Context: an optimization exercise on an open-source flow, tuned for small area, a short achievable clock period and few clock cycles. The choices shown serve that exercise and are no tape-out recipe. Function was checked by simulation only, so behaviour that the tests miss may differ from the original. Power is estimated from default activity; no workload was simulated.

==> job 4969 <==
==> flow/design.v (excerpt) <==
module zs_codec (
    input             clk,
    input             rst,           
    input             host_req,
    input             host_we,
    input      [10:0] host_addr,
    input      [7:0]  host_wdata,
    output            host_ready,
    output reg        host_rvalid,
    output reg [7:0]  host_rdata,
    output            tx_valid,
    output     [31:0] tx_frame,      
    input             tx_ready
);
clock: 10.0 ns
lec_check: 0
abc_clock_period_in_ps: 3000
cap_margin: 20
core_margin: 2
core_utilization: 50
cts_cluster_diameter: 70
cts_cluster_size: 30
place_density: 0.65
setup_slack_margin: 5
slew_margin: 20
standard.sh (not shown) runs the stock make flow with config.mk's settings and CLKGATE_MAP_FILE= SYNTH_SCRIPT=/design/flow/synth_recipe.tcl, a recipe that flattens the netlist after the stock synthesis.
==> flow/flow/run.sh <==
#!/bin/bash
set -uo pipefail
MARGIN=7
REP=orfs/reports/sky130hd/zs_codec/base

clean_layout() {
  local r=$REP/6_finish.rpt
  [[ -f $r && -f $REP/drt_antennas.log ]] || return 1
  grep -q "^Net:" $REP/drt_antennas.log && return 1
  for k in "max slew" "max cap" "setup" "hold"; do
    grep -q "^$k violation count 0$" $r || return 1
  done
  return 0
}

attempt() {
  local n=$1; shift
  rm -f out/final.def
  bash standard.sh SETUP_SLACK_MARGIN=$MARGIN "$@" finish > flow_make_$n.log 2>&1
  local st=$?
  echo "standard.sh exit status $st" >> flow_make_$n.log
  [[ $st -eq 0 && -s out/final.def ]] || return 1
  if ! clean_layout; then
    echo "the layout has violations; trying again" >> flow_make_$n.log
    return 1
  fi
  return 0
}

attempt 1 && exit 0
mv orfs orfs_attempt1
attempt 2 PLACE_DENSITY=0.62 CORE_UTILIZATION=48 && exit 0
mv orfs orfs_attempt2
rm -f out/final.def
bash standard.sh SETUP_SLACK_MARGIN=$MARGIN PLACE_DENSITY=0.68 CORE_UTILIZATION=52 finish > flow_make_3.log 2>&1
st=$?
echo "standard.sh exit status $st" >> flow_make_3.log
exit $st
==> job 4571: changes against job 4969 <==
--- a/flow/design.v
+++ b/flow/design.v
@@ -172,13 +172,13 @@
     reg [9:0]  ibs0p3, ibs1p5;               
     reg        frm_short, env_short;         
     reg [7:0]  pay0s;                        
     reg        hold_r;                       
     reg        txv_r;
-    reg        tx_arm, tx_arm2, tx_arm3;     
-    reg [2:0]  fa1, fa2, fa3;
-    reg        fa4, fn0, fn2;
+    reg        tx_arm;                       
+    reg [2:0]  pend_a;                       
+    reg [31:0] txf_r;                        
     reg  [7:0]    ph;
     reg  [2047:0] ibr, payr, obr;
     wire [2047:0] ibr_n, payr_n, obr_n;
     wire [7:0] ib_cur  [0:31];    
     wire [7:0] ib_prt  [0:31];    
@@ -489,24 +489,16 @@
         end else begin
             ps_ring <= a_pay ? 2'd0 : a_ib ? 2'd1 : 2'd2;
             ps_port <= a_port;
         end
     end
-    always @(posedge clk) begin
-        fa1 <= arg_r[2:0];
-        fa2 <= fa1;
-        fa3 <= fa2;
-        fa4 <= fa3[1];
-        fn0 <= ~fa1[0];
-        fn2 <= ~fa1[2];
-    end
-    wire [31:0] txf_r = {8'h7E,
-                         fn2, fa4, fa3[0], 1'b0, 1'b1, fa3[2], fa3[1], fa2[0],
-                         1'b1, fa2[2], fa2[1], fn0, 3'b000, 1'b1,
-                         1'b1, 4'b0000, fa1[2], fa1[1], fa1[0]};
+    wire [7:0]  ack_b   = 8'h80 | {5'd0, pend_a};
+    wire [15:0] ack_crc = crc_byte(16'h0000, ack_b);
+    always @(posedge clk)
+        txf_r <= {8'h7E, ack_crc[7:0], ack_crc[15:8], ack_b};
     always @(posedge clk)
-        txv_r <= !rst && (tx_arm3 || (txv_r && !tx_ready));
+        txv_r <= !rst && (tx_arm || (txv_r && !tx_ready));
     assign tx_valid = txv_r;
     assign tx_frame = txf_r;
     wire   tx_acc   = !rst && txv_r && tx_ready;
     reg        ak_pend;
     reg [1:0]  ak_cnt;
@@ -568,12 +560,10 @@
             obuf_len_r <= 9'd0;
             frm_short  <= 1'b1;
             env_short  <= 1'b1;
             hold_r     <= 1'b0;
             tx_arm     <= 1'b0;
-            tx_arm2    <= 1'b0;
-            tx_arm3    <= 1'b0;
             ak_pend    <= 1'b0;
             ak_cnt     <= 2'd0;
             g_op       <= G_NONE;
             w_st       <= W_IDLE;
             w_cpo      <= 1'b0;
@@ -653,12 +643,10 @@
                     pm <= pm + 8'd1;
                     px <= px ^ wd;
                 end else
                     pv <= 1'b0;
             end
-            tx_arm2 <= tx_arm;
-            tx_arm3 <= tx_arm2;
             if (tx_arm)
                 tx_arm <= 1'b0;
             if (tx_acc) begin
                 ak_pend <= 1'b1;
                 ak_cnt  <= q_next;
@@ -1060,10 +1048,11 @@
                             w_osrc <= OS_IB;
                             sweep(2'd0, lk_p - 9'd3);
                         end
                     end
                     I_LINK_ACK: begin
+                        pend_a   <= arg_r[2:0];
                         hold_r   <= 1'b1;
                         tx_arm   <= 1'b1;
                     end
                     I_LINK_PARSE: begin
                         res_r <= {9'd0, arg_r[6:4] + 3'd1, arg_r[3], arg_r[6:4]};
==> flow/flow/run.sh (replaced) <==
#!/bin/bash
set -uo pipefail
bash standard.sh SETUP_SLACK_MARGIN=7 finish > flow_make.log 2>&1
status=$?
echo "standard.sh exit status $status" >> flow_make.log
exit $status
--- a/flow/config.mk
+++ b/flow/config.mk
@@ -6,11 +6,11 @@
 export NUM_CORES = 8
 export LEC_CHECK = 0
 export ABC_CLOCK_PERIOD_IN_PS = 3000
 export CAP_MARGIN = 20
 export CORE_MARGIN = 2
-export CORE_UTILIZATION = 50
+export CORE_UTILIZATION = 58
 export CTS_CLUSTER_DIAMETER = 70
 export CTS_CLUSTER_SIZE = 30
-export PLACE_DENSITY = 0.65
+export PLACE_DENSITY = 0.72
 export SETUP_SLACK_MARGIN = 5
 export SLEW_MARGIN = 20
==> job 3018: changes against job 4969 <==
--- a/flow/design.v
+++ b/flow/design.v
@@ -172,13 +172,13 @@
     reg [9:0]  ibs0p3, ibs1p5;               
     reg        frm_short, env_short;         
     reg [7:0]  pay0s;                        
     reg        hold_r;                       
     reg        txv_r;
-    reg        tx_arm, tx_arm2, tx_arm3;     
-    reg [2:0]  fa1, fa2, fa3;
-    reg        fa4, fn0, fn2;
+    reg        tx_arm;                       
+    reg [2:0]  pend_a;                       
+    reg [31:0] txf_r;                        
     reg  [7:0]    ph;
     reg  [2047:0] ibr, payr, obr;
     wire [2047:0] ibr_n, payr_n, obr_n;
     wire [7:0] ib_cur  [0:31];    
     wire [7:0] ib_prt  [0:31];    
@@ -489,24 +489,16 @@
         end else begin
             ps_ring <= a_pay ? 2'd0 : a_ib ? 2'd1 : 2'd2;
             ps_port <= a_port;
         end
     end
-    always @(posedge clk) begin
-        fa1 <= arg_r[2:0];
-        fa2 <= fa1;
-        fa3 <= fa2;
-        fa4 <= fa3[1];
-        fn0 <= ~fa1[0];
-        fn2 <= ~fa1[2];
-    end
-    wire [31:0] txf_r = {8'h7E,
-                         fn2, fa4, fa3[0], 1'b0, 1'b1, fa3[2], fa3[1], fa2[0],
-                         1'b1, fa2[2], fa2[1], fn0, 3'b000, 1'b1,
-                         1'b1, 4'b0000, fa1[2], fa1[1], fa1[0]};
+    wire [7:0]  ack_b   = 8'h80 | {5'd0, pend_a};
+    wire [15:0] ack_crc = crc_byte(16'h0000, ack_b);
+    always @(posedge clk)
+        txf_r <= {8'h7E, ack_crc[7:0], ack_crc[15:8], ack_b};
     always @(posedge clk)
-        txv_r <= !rst && (tx_arm3 || (txv_r && !tx_ready));
+        txv_r <= !rst && (tx_arm || (txv_r && !tx_ready));
     assign tx_valid = txv_r;
     assign tx_frame = txf_r;
     wire   tx_acc   = !rst && txv_r && tx_ready;
     reg        ak_pend;
     reg [1:0]  ak_cnt;
@@ -568,12 +560,10 @@
             obuf_len_r <= 9'd0;
             frm_short  <= 1'b1;
             env_short  <= 1'b1;
             hold_r     <= 1'b0;
             tx_arm     <= 1'b0;
-            tx_arm2    <= 1'b0;
-            tx_arm3    <= 1'b0;
             ak_pend    <= 1'b0;
             ak_cnt     <= 2'd0;
             g_op       <= G_NONE;
             w_st       <= W_IDLE;
             w_cpo      <= 1'b0;
@@ -653,12 +643,10 @@
                     pm <= pm + 8'd1;
                     px <= px ^ wd;
                 end else
                     pv <= 1'b0;
             end
-            tx_arm2 <= tx_arm;
-            tx_arm3 <= tx_arm2;
             if (tx_arm)
                 tx_arm <= 1'b0;
             if (tx_acc) begin
                 ak_pend <= 1'b1;
                 ak_cnt  <= q_next;
@@ -1060,10 +1048,11 @@
                             w_osrc <= OS_IB;
                             sweep(2'd0, lk_p - 9'd3);
                         end
                     end
                     I_LINK_ACK: begin
+                        pend_a   <= arg_r[2:0];
                         hold_r   <= 1'b1;
                         tx_arm   <= 1'b1;
                     end
                     I_LINK_PARSE: begin
                         res_r <= {9'd0, arg_r[6:4] + 3'd1, arg_r[3], arg_r[6:4]};
--- a/flow/config.mk
+++ b/flow/config.mk
@@ -3,11 +3,11 @@
 export DESIGN_NICKNAME = zs_codec
 export VERILOG_FILES = /design/flow/design.v
 export SDC_FILE = /design/flow/constraint.sdc
 export NUM_CORES = 8
 export LEC_CHECK = 0
-export ABC_CLOCK_PERIOD_IN_PS = 3000
+export ABC_CLOCK_PERIOD_IN_PS = 5000
 export CAP_MARGIN = 20
 export CORE_MARGIN = 2
 export CORE_UTILIZATION = 50
 export CTS_CLUSTER_DIAMETER = 70
 export CTS_CLUSTER_SIZE = 30
==> qor summary <==
item	job 4571	job 4969	job 3018
Outcome	complete, but fails checks	no timing/DRC/antenna violations	no timing/DRC/antenna violations
Layout check failures	capacitance limit, slew limit	-	-
Net switching power of the design	9.95 mW	10.2 mW	10.5 mW
Worst Path Buf+Inv	2	1	1
Worst path slowest cell	edfxtp_1	dfxtp_4	dfxtp_4
Maximum vdd drop	221 uV	142 uV	159 uV
Number of synthesized flops with an enable pin	366	363	366
Relative contribution of sequential cells to total power	63.7%	62.5%	61.8%
Power in sequential cells	27.8 mW	27.9 mW	27.8 mW
Floorplan die area	0.331 sq mm	0.385 sq mm	0.400 sq mm
Compound-cell area share of the yosys netlist	7.62%	7.25%	7.62%
Power per Cell Area	201 mW/mm^2	210 mW/mm^2	205 mW/mm^2
Capturing instance or port of the critical path	w_len[1]$_DFFE_PN_	host_ready	tx_frame[18]
Post-synthesis sequential area ratio	73.5%	73.5%	73.5%
Final critical-path share of the clock period	36.1%	34.7%	35.4%
Number of instances in the synthesized netlist	14,700	14,600	14,700
Count of cells along the worst register-to-register path	11	11	16
Launch point of the critical path	g_n[1]$_DFFE_PP_	rdy_r$_SDFF_PP0_	tx_frame[18]$_DFF_P_
Hold wc startpoint	payr[447]$_DFF_P_	obr[1439]$_DFF_P_	payr[377]$_DFF_P_
Die width	576 um	620 um	632 um
Total met2 wirelength after detailed routing	247,000 um	240,000 um	254,000 um
Multi-input gate count	7,006	6,883	7,006
Post-Place Cell Area	0.195 sq mm	0.196 sq mm	0.196 sq mm
Initial Utilization	58.4%	50.2%	48.3%
Post-detailed-route via-to-cell ratio	5.88	5.47	5.49
Routability congestion estimate from global placement	1.03	1.03	1.01
Met1 routed wirelength after detailed routing	239,000 um	234,000 um	257,000 um
Testbench counts of job 4969, summed over its fixed seeds: cycles 111,884.
Testbench counts of job 4571, summed over its fixed seeds: cycles 111,884.
Testbench counts of job 3018, summed over its fixed seeds: cycles 111,884.

==> re-timing with driven ports <==
In the flow no input, the clock included, has a driving cell. The finished layouts below were timed again as built, in two steps. Step 1: set_driving_cell puts a clkbuf_16 on clk and a buf_2 on each other input, an assumption about the parent block. Step 2, shift: input delay + t, output delay - t, t = (earliest + latest rising clock arrival at the registers) / 2. This alone moves slack from input paths to output paths. Three values: no drivers, after step 1, after step 2; two values: the first two.
run | shift t [ns] | setup WS [ns] | pins driven straight from the clock port
job 4969 | 1.055 | 6.527 / 6.427 / 5.602 | 1
job 4571 | 1.062 | 6.388 / 6.388 / 5.557 | 1
job 3018 | 1.067 | 6.460 / 6.348 / 5.623 | 1
The setup slack of job 4969, which loses most, moves by -0.100 ns with the drivers and by -0.925 ns with both steps.
